This design comes from an exercise in tuning for small area on the open sky130 flow, not from production work. The RTL was checked by simulation tests, not by an equivalence proof against the original design.

==> job 610 <==
Design trinket_core, start of the top module:
module trinket_core (
    input  wire        clk,
    input  wire        rst,           
    input  wire        cmd_valid,
    input  wire [2:0]  cmd_op,
    input  wire [15:0] cmd_arg,
    output wire        cmd_ready,
    output wire [15:0] imem_addr,
    input  wire [15:0] imem_rdata,
    output wire [15:0] dmem_addr,
    output wire        dmem_we,
    output wire [15:0] dmem_wdata,
    input  wire [15:0] dmem_rdata,
    input  wire [2:0]  dbg_sel,
    output wire [15:0] dbg_data,
    output wire [15:0] pc_out,
    output wire        bp_hit
);
    localparam CMD_STEP   = 3'd0;
    localparam CMD_RUN    = 3'd1;
    localparam CMD_SETPC  = 3'd2;
    localparam CMD_ADDBP  = 3'd3;
    localparam CMD_DELBP  = 3'd4;
    localparam CMD_CLRREG = 3'd5;
    localparam OP_ADD  = 3'd0;
    localparam OP_ADDI = 3'd1;
    localparam OP_NAND = 3'd2;
    localparam OP_LUI  = 3'd3;
    localparam OP_SW   = 3'd4;
    localparam OP_LW   = 3'd5;
    localparam OP_BEQ  = 3'd6;
    localparam OP_JALR = 3'd7;
    localparam S_IDLE = 4'd0;    
    localparam S_CLR  = 4'd1;    
    localparam S_LDT  = 4'd2;    
    localparam S_ADD1 = 4'd3;    
    localparam S_ADD2 = 4'd4;    
    localparam S_DEL  = 4'd5;    
    localparam S_DEC  = 4'd6;    
    localparam S_EX1  = 4'd7;    
    localparam S_JAL2 = 4'd8;    
    localparam S_MEM  = 4'd9;    
    localparam S_LWWR = 4'd10;   
    localparam S_PC   = 4'd11;   
    localparam S_PL   = 4'd12;   
    localparam S_BPC  = 4'd13;   
    reg  [5:0]   ph;
    reg  [3:0]   st;
    reg          arm;        
    reg          c;          
    reg          f;          
    reg          g;          
    reg          tk;         
    reg          rb;         
    reg          hit;
    reg  [3:0]   bpv;
    reg  [111:0] xs;         
  ...
==> flow/config.mk <==
export PLATFORM = sky130hd
export DESIGN_NAME = trinket_core
export DESIGN_NICKNAME = trinket_core
export VERILOG_FILES = /design/flow/design.v
export SDC_FILE = /design/flow/constraint.sdc
export NUM_CORES = 4
export LEC_CHECK = 0
export CAP_MARGIN = 0
export CORE_MARGIN = 2
export CORE_UTILIZATION = 70
export PLACE_DENSITY = 0.8
export SLEW_MARGIN = 0
==> flow/constraint.sdc <==
create_clock -name core_clock -period 10.0 [get_ports {clk}]
set_input_delay 2.0000 -clock core_clock [delete_from_list [all_inputs] [get_ports {clk}]]
set_output_delay 2.0000 -clock core_clock [all_outputs]
set_load 0.01 [all_outputs]
standard.sh (not shown) runs the stock make flow with config.mk's settings and CLKGATE_MAP_FILE= SYNTH_SCRIPT=/design/flow/synth_recipe.tcl, a recipe that flattens the netlist after the stock synthesis.
==> flow/flow/run.sh <==
#!/bin/bash
# Own layout flow:
#  1. the standard synthesis (standard.sh synth), unchanged;
#  2. its combinational logic re-mapped for area with a deeper ABC script (four
#     search seeds in parallel, the smallest result kept); every
#     flip-flop instance of step 1 is kept as it is (same cells, same names);
#  3. the standard ORFS flow from floorplan to finish on that netlist, with
#     buf_1 port buffers and a clock tree of clkbuf_4 cells.
# Each tool writes its full output to a log file in this folder.
set -euo pipefail
HERE=$(pwd)
LIB=$FLOW_HOME/platforms/$FLOW_PLATFORM/lib/sky130_fd_sc_hd__tt_025C_1v80.lib
RES=$HERE/orfs/results/$FLOW_PLATFORM/trinket_core/base
YOSYS=$FLOW_HOME/../tools/install/yosys/bin/yosys
[[ -x $YOSYS ]] || YOSYS=yosys

bash standard.sh synth > log_1_standard_synth.log 2>&1
cp "$RES/1_2_yosys.v" "$HERE/standard_synth.v"

python3 flow/gen_models.py "$LIB" "$HERE/cell_models.v" > log_2_gen_models.log 2>&1
DU=$(sed -n '/^export DONT_USE_CELLS/,/^#/p' "$FLOW_HOME/platforms/$FLOW_PLATFORM/config.mk" \
     | grep -o 'sky130_fd_sc_hd__[a-z0-9_]*' | sed 's/^/-dont_use /' | tr '\n' ' ')
# Re-map with four seeds of the ABC search in parallel; keep the smallest result.
for S in 0 1 2 3; do
  sed "s/&deepsyn -T 120/\&deepsyn -T 120 -S $S/" flow/deep.abc > deep_s$S.abc
  cat > remap_s$S.ys <<EOT
read_liberty -lib $LIB
read_verilog -overwrite $HERE/cell_models.v
read_verilog $HERE/standard_synth.v
hierarchy -top $FLOW_TOP
flatten
simplemap
opt -purge
opt_clean -purge
abc -liberty $LIB $DU -script $HERE/deep_s$S.abc
splitnets
opt_clean -purge
hilomap -singleton -hicell sky130_fd_sc_hd__conb_1 HI -locell sky130_fd_sc_hd__conb_1 LO
insbuf -buf sky130_fd_sc_hd__buf_4 A X
check
tee -o $HERE/remap_s$S.stat stat -liberty $LIB
write_verilog -noattr -nohex -nodec $HERE/remapped_s$S.v
EOT
  $YOSYS -s remap_s$S.ys > log_3_remap_yosys_s$S.log 2>&1 &
done
wait
BEST=$(for S in 0 1 2 3; do
  if [[ -s remapped_s$S.v && -s remap_s$S.stat ]]; then
    a=$(grep -o "Chip area for module .* [0-9.]*" remap_s$S.stat | grep -o "[0-9.]*$" || true)
    [[ -n "$a" ]] && echo "$a $S"
  fi
done | sort -n | head -1 | cut -d' ' -f2)
echo "best seed $BEST" > log_3_remap_choice.log
for S in 0 1 2 3; do grep "Chip area" remap_s$S.stat >> log_3_remap_choice.log || true; done
cp "$HERE/remapped_s$BEST.v" "$HERE/remapped.v"
cp "$HERE/remapped.v" "$RES/1_2_yosys.v"
rm -f "$RES/1_synth.odb"

bash standard.sh \
  "BUFFER_PORTS_ARGS=-buffer_cell sky130_fd_sc_hd__buf_1" \
  "CTS_ARGS=-sink_clustering_enable -repair_clock_nets -buf_list sky130_fd_sc_hd__clkbuf_4 -sink_clustering_size 12 -sink_clustering_max_diameter 28 -dont_use_dummy_load" \
  finish > log_4_finish.log 2>&1
Other scripts of this flow, unchanged in this note and not shown: flow/flow/deep.abc, flow/flow/gen_models.py
==> job 8172 (differences from job 610) <==
==> flow/flow/run.sh (replaced) <==
#!/bin/bash
# Own layout flow:
#  1. the standard synthesis (standard.sh synth), unchanged;
#  2. its combinational logic re-mapped for area with a deeper ABC script; every
#     flip-flop instance of step 1 is kept as it is (same cells, same names);
#  3. the standard ORFS flow from floorplan to finish on that netlist, with
#     buf_1 port buffers and a clock tree of clkbuf_4 cells.
# Each tool writes its full output to a log file in this folder.
set -euo pipefail
HERE=$(pwd)
LIB=$FLOW_HOME/platforms/$FLOW_PLATFORM/lib/sky130_fd_sc_hd__tt_025C_1v80.lib
RES=$HERE/orfs/results/$FLOW_PLATFORM/trinket_core/base
YOSYS=$FLOW_HOME/../tools/install/yosys/bin/yosys
[[ -x $YOSYS ]] || YOSYS=yosys

bash standard.sh synth > log_1_standard_synth.log 2>&1
cp "$RES/1_2_yosys.v" "$HERE/standard_synth.v"

python3 flow/gen_models.py "$LIB" "$HERE/cell_models.v" > log_2_gen_models.log 2>&1
DU=$(sed -n '/^export DONT_USE_CELLS/,/^#/p' "$FLOW_HOME/platforms/$FLOW_PLATFORM/config.mk" \
     | grep -o 'sky130_fd_sc_hd__[a-z0-9_]*' | sed 's/^/-dont_use /' | tr '\n' ' ')
cat > remap.ys <<EOT
read_liberty -lib $LIB
read_verilog -overwrite $HERE/cell_models.v
read_verilog $HERE/standard_synth.v
hierarchy -top $FLOW_TOP
flatten
simplemap
opt -purge
opt_clean -purge
abc -liberty $LIB $DU -script $HERE/flow/deep.abc
splitnets
opt_clean -purge
hilomap -singleton -hicell sky130_fd_sc_hd__conb_1 HI -locell sky130_fd_sc_hd__conb_1 LO
insbuf -buf sky130_fd_sc_hd__buf_4 A X
check
stat -liberty $LIB
write_verilog -noattr -nohex -nodec $HERE/remapped.v
EOT
$YOSYS -s remap.ys > log_3_remap_yosys.log 2>&1
cp "$HERE/remapped.v" "$RES/1_2_yosys.v"
rm -f "$RES/1_synth.odb"

bash standard.sh \
  "BUFFER_PORTS_ARGS=-buffer_cell sky130_fd_sc_hd__buf_1" \
  "CTS_ARGS=-sink_clustering_enable -repair_clock_nets -buf_list \"sky130_fd_sc_hd__clkbuf_4 sky130_fd_sc_hd__clkbuf_8\" -sink_clustering_size 14 -sink_clustering_max_diameter 30 -dont_use_dummy_load" \
  finish > log_4_finish.log 2>&1
Settings changed: CAP_MARGIN 0 to 20, SLEW_MARGIN 0 to 20.
==> qor summary <==
item	job 610	job 8172
Pre-CTS setup slack	2.261 ns	2.261 ns
Number of warnings issued by yosys	1	1
Initial standard-cell utilization of the core	70.90%	70.90%
Cell area after synthesis	8446 sq um	8446 sq um
Routability Congestion	0.9560	0.9560
I/O pin total	140	140
Number of cell rows	40	40
Vertical extent of the die	113.8 um	113.8 um
Outcome	no timing/DRC/antenna violations	stopped before the end
Failing step	-	clock tree synthesis (4_1_cts)
Synthesized area per cell	10.54 sq um	10.54 sq um
Port Buffer Count	139	139
DIE WIDTH	113.8 um	113.8 um
Number of instances in the synthesized netlist	801	801
Dpl cell area	8716 sq um	8716 sq um
Sum of net half-perimeters after detailed placement	14650 um	14650 um
Placed instance count	1029	1029
Number of nets in the synthesized netlist	858	858

-- what the ideal ports hide --
The results above use ideal ports. As a check the final layout listed here was re-extracted and re-timed, cells and wires unchanged.
Step 1 (the two cells are an assumption about what drives the block):
set clk [get_ports {clk}]
set_driving_cell -lib_cell sky130_fd_sc_hd__clkbuf_16 $clk
set_driving_cell -lib_cell sky130_fd_sc_hd__buf_2 [delete_from_list [all_inputs] $clk]
Step 2 times the ports against the registers' clock, not the clock port: input delays grow and output delays shrink by t, the midpoint of the rising clock arrivals with the driver on.
Slacks: no drivers / after step 1 / after step 2; pairs: no drivers / after step 1.
run: job 610
t (ns): 0.605
setup slack, ns: 2.047 / 2.015 / 2.015
worst setup path at the end: input to output
worst slew at a driven data input, ns: 0.07
cell pins on the clock port's net: 1
After both steps setup and hold are still met in job 610. For job 610, drivers alone change the setup slack by -0.032 ns; drivers and shift together by -0.032 ns.
